Context: an optimization exercise on an open-source flow, tuned for small area, a short achievable clock period and few clock cycles per item. The choices shown serve that exercise and are no tape-out recipe. Function was checked by simulation only, so behaviour that the tests miss may differ from the original.

// aes256_core
module aes256_core (
    input  wire         clk,
    input  wire         rst,         
    input  wire         in_valid,
    output wire         in_ready,
    input  wire [255:0] key,
    input  wire [127:0] block_in,
    output wire         out_valid,
    output wire [127:0] block_out
);
==> module aes256_core, before the edit <==
module aes256_core (
    input  wire         clk,
    input  wire         rst,         
    input  wire         in_valid,
    output wire         in_ready,
    input  wire [255:0] key,
    input  wire [127:0] block_in,
    output wire         out_valid,
    output wire [127:0] block_out
);
    function [7:0] xtime;
        input [7:0] b;
        xtime = {b[6:0], 1'b0} ^ (b[7] ? 8'h1b : 8'h00);
    endfunction
    function [31:0] mix_column;
        input [31:0] col;
        reg [7:0] a0, a1, a2, a3, t;
        begin
            a0 = col[31:24];
            a1 = col[23:16];
            a2 = col[15:8];
            a3 = col[7:0];
            t  = a0 ^ a1 ^ a2 ^ a3;
            mix_column[31:24] = a0 ^ t ^ xtime(a0 ^ a1);
            mix_column[23:16] = a1 ^ t ^ xtime(a1 ^ a2);
            mix_column[15:8]  = a2 ^ t ^ xtime(a2 ^ a3);
            mix_column[7:0]   = a3 ^ t ^ xtime(a3 ^ a0);
        end
    endfunction
    function [127:0] shift_rows;
        input [127:0] s;
        integer i;
        begin
            for (i = 0; i < 16; i = i + 1)
                shift_rows[127-8*i -: 8] = s[127-8*((i % 4) + 4 * (((i / 4) + (i % 4)) % 4)) -: 8];
        end
    endfunction
    function [7:0] rcon_of;
        input [3:0] r;
        case (r)
            4'd1:    rcon_of = 8'h01;
            4'd3:    rcon_of = 8'h02;
            4'd5:    rcon_of = 8'h04;
            4'd7:    rcon_of = 8'h08;
            4'd9:    rcon_of = 8'h10;
            4'd11:   rcon_of = 8'h20;
            4'd13:   rcon_of = 8'h40;
            default: rcon_of = 8'h00;
        endcase
    endfunction
    reg          b1, b2, b3;
    reg  [3:0]   r1, r2, r3;
    reg  [127:0] s1;           
    reg  [191:0] s2;           
    reg  [127:0] s3;           
    reg  [255:0] k1, k2, k3;   
    reg  [47:0]  km2;          
    reg  [31:0]  kt3;          
    reg  [127:0] res;          
    reg          l1, l2;       
    reg          load, loadk, rdy, done;
    wire         last2 = (r2 == 4'd14);
    assign in_ready  = rdy;
    assign out_valid = done;
    assign block_out = res;
    wire [127:0] ark = s1 ^ k1[255:128];
    wire [191:0] s2_d;
    wire [47:0]  km2_d;
    wire [31:0]  sw_in = k1[31:0];
    genvar gi;
    generate
        for (gi = 0; gi < 16; gi = gi + 1) begin : g_sa
            aes_sbox_p1 u_p1 (.a(ark[127-8*gi -: 8]), .m(s2_d[191-12*gi -: 12]));
        end
        for (gi = 0; gi < 4; gi = gi + 1) begin : g_ka
            aes_sbox_p1 u_p1 (.a(sw_in[31-8*gi -: 8]), .m(km2_d[47-12*gi -: 12]));
        end
    endgenerate
    wire [127:0] s3_d;
    wire [31:0]  sw_out;
    generate
        for (gi = 0; gi < 16; gi = gi + 1) begin : g_sb
            aes_sbox_p2 u_p2 (.m(s2[191-12*gi -: 12]), .y(s3_d[127-8*gi -: 8]));
        end
        for (gi = 0; gi < 4; gi = gi + 1) begin : g_kb
            aes_sbox_p2 u_p2 (.m(km2[47-12*gi -: 12]), .y(sw_out[31-8*gi -: 8]));
        end
    endgenerate
    wire [31:0] kt3_d = r2[0] ? {sw_out[23:0], sw_out[31:24]} ^ {rcon_of(r2), 24'h0}
                              : sw_out;
    wire [127:0] res_d = shift_rows(s3_d) ^ k2[127:0];
    wire [127:0] shifted = shift_rows(s3);
    wire [127:0] mixed;
    generate
        for (gi = 0; gi < 4; gi = gi + 1) begin : g_mix
            assign mixed[127-32*gi -: 32] = mix_column(shifted[127-32*gi -: 32]);
        end
    endgenerate
    wire [31:0] nw0 = k3[255:224] ^ kt3;
    wire [31:0] nw1 = k3[223:192] ^ nw0;
    wire [31:0] nw2 = k3[191:160] ^ nw1;
    wire [31:0] nw3 = k3[159:128] ^ nw2;
    always @(posedge clk) begin
        if (rst) begin
            b1   <= 1'b0;
            b2   <= 1'b0;
            b3   <= 1'b0;
            load  <= 1'b1;
            loadk <= 1'b1;
            rdy   <= 1'b1;
            done <= 1'b0;
        end else begin
            b1   <= load ? in_valid : b3;
            b2   <= b1;
            b3   <= b2;
            load  <= !b2 | last2;
            loadk <= !b2 | l2;
            rdy   <= !b2 | (r2[3:1] == 3'b111);
            done <= b2 & last2;
        end
    end
    always @(posedge clk) begin
        if (load) begin
            r1 <= 4'd1;
            l1 <= 1'b0;
            s1 <= block_in;
        end else begin
            r1 <= r3 + 4'd1;
            l1 <= (r3 == 4'd13);
            s1 <= mixed;
        end
        if (loadk)
            k1 <= key;
        else
            k1 <= {k3[127:0], nw0, nw1, nw2, nw3};
        r2  <= r1;
        l2  <= l1;
        s2  <= s2_d;
        k2  <= k1;
        km2 <= km2_d;
        r3  <= r2;
        s3  <= s3_d;
        k3  <= k2;
        kt3 <= kt3_d;
        res <= res_d;
    end
endmodule
clock: 8.0 ns
lec_check: 0
abc_area: 1
cap_margin: 20
cell_pad_in_sites_detail_placement: 0
cell_pad_in_sites_global_placement: 1
core_margin: 2
core_utilization: 60
place_density: 0.72
setup_slack_margin: 5.0
slew_margin: 20
standard.sh (not shown) runs the stock make flow with config.mk's settings and CLKGATE_MAP_FILE= SYNTH_SCRIPT=/design/flow/synth_recipe.tcl, a recipe that flattens the netlist after the stock synthesis.
==> flow/flow/run.sh <==
#!/bin/bash
# The standard layout flow (standard.sh, ORFS), with the smallest plain
# buffer on the ports in place of ORFS's default port buffer. ORFS writes each
# tool's log under orfs/logs; standard.log holds the whole run's output.
export BUFFER_PORTS_ARGS="-buffer_cell sky130_fd_sc_hd__buf_1"
bash standard.sh finish > standard.log 2>&1
The first run produced a clean layout.
Testbench counts at the start, summed over its fixed seeds: cycles 26,904, blocks 1,920.
Next try:
--- a/flow/design.v
+++ b/flow/design.v
@@ -87,19 +87,26 @@
         xtime = {b[6:0], 1'b0} ^ (b[7] ? 8'h1b : 8'h00);
     endfunction
     function [31:0] mix_column;
         input [31:0] col;
-        reg [7:0] a0, a1, a2, a3, t;
+        reg [7:0] a0, a1, a2, a3;
         begin
             a0 = col[31:24];
             a1 = col[23:16];
             a2 = col[15:8];
             a3 = col[7:0];
-            t  = a0 ^ a1 ^ a2 ^ a3;
-            mix_column[31:24] = a0 ^ t ^ xtime(a0 ^ a1);
-            mix_column[23:16] = a1 ^ t ^ xtime(a1 ^ a2);
-            mix_column[15:8]  = a2 ^ t ^ xtime(a2 ^ a3);
-            mix_column[7:0]   = a3 ^ t ^ xtime(a3 ^ a0);
+            mix_column[31:24] = xtime(a0 ^ a1) ^ a1 ^ (a2 ^ a3);
+            mix_column[23:16] = xtime(a1 ^ a2) ^ a2 ^ (a3 ^ a0);
+            mix_column[15:8]  = xtime(a2 ^ a3) ^ a3 ^ (a0 ^ a1);
+            mix_column[7:0]   = xtime(a3 ^ a0) ^ a0 ^ (a1 ^ a2);
+        end
+    endfunction
+    function [127:0] inv_shift_rows;
+        input [127:0] s;
+        integer i;
+        begin
+            for (i = 0; i < 16; i = i + 1)
+                inv_shift_rows[127-8*((i % 4) + 4 * (((i / 4) + (i % 4)) % 4)) -: 8] = s[127-8*i -: 8];
         end
     endfunction
     function [127:0] shift_rows;
         input [127:0] s;
@@ -129,15 +136,14 @@
     reg  [127:0] s3;           
     reg  [255:0] k1, k2, k3;   
     reg  [47:0]  km2;          
     reg  [31:0]  kt3;          
-    reg  [127:0] res;          
     reg          l1, l2;       
     reg          load, loadk, rdy, done;
     wire         last2 = (r2 == 4'd14);
     assign in_ready  = rdy;
     assign out_valid = done;
-    assign block_out = res;
+    assign block_out = shift_rows(s3);
     wire [127:0] ark = s1 ^ k1[255:128];
     wire [191:0] s2_d;
     wire [47:0]  km2_d;
     wire [31:0]  sw_in = k1[31:0];
@@ -161,9 +167,9 @@
         end
     endgenerate
     wire [31:0] kt3_d = r2[0] ? {sw_out[23:0], sw_out[31:24]} ^ {rcon_of(r2), 24'h0}
                               : sw_out;
-    wire [127:0] res_d = shift_rows(s3_d) ^ k2[127:0];
+    wire [127:0] s3_k = s3_d ^ (inv_shift_rows(k2[127:0]) & {128{l2}});
     wire [127:0] shifted = shift_rows(s3);
     wire [127:0] mixed;
     generate
         for (gi = 0; gi < 4; gi = gi + 1) begin : g_mix
@@ -212,10 +218,9 @@
         s2  <= s2_d;
         k2  <= k1;
         km2 <= km2_d;
         r3  <= r2;
-        s3  <= s3_d;
+        s3  <= s3_k;
         k3  <= k2;
         kt3 <= kt3_d;
-        res <= res_d;
     end
 endmodule
=>
- die area goes down by 4.1%
- wire length goes up by 1.8%
- worst hold slack loses 12 ps
- first-iteration DRC count goes up by 4.2%
- synthesized cell count goes down by 1.0%
Testbench counts after the change, summed over its fixed seeds: cycles 26,904, blocks 1,920.

re-timing with driven ports:
How much do the figures lean on ideal ports? The routed layouts below were timed once more, with nothing changed but the port constraints.
Step 1, drivers: a clkbuf_16 drives clk and a buf_2 each remaining input, both assumed.
Step 2 moves the port delays by t, midway between the first and last clock arrival at a register: inputs arrive t later, outputs are due t later. That takes back most of the time a late clock gives input paths.
a / b / c = ideal ports / drivers / drivers and shift; a / b = the first two.
run | t (ns) | slack for setup (ns) | worst register clock-pin slew, ns | worst data-port slew with drivers (ns) | cell pins on the clock port's net
the first run | 0.833 | 5.023 / 4.943 / 5.158 | 0.07 / 0.07 | 0.06 | 1
the second run | 0.833 | 5.015 / 4.942 / 5.146 | 0.07 / 0.07 | 0.19 | 1
After both steps setup and hold are still met in every run listed.
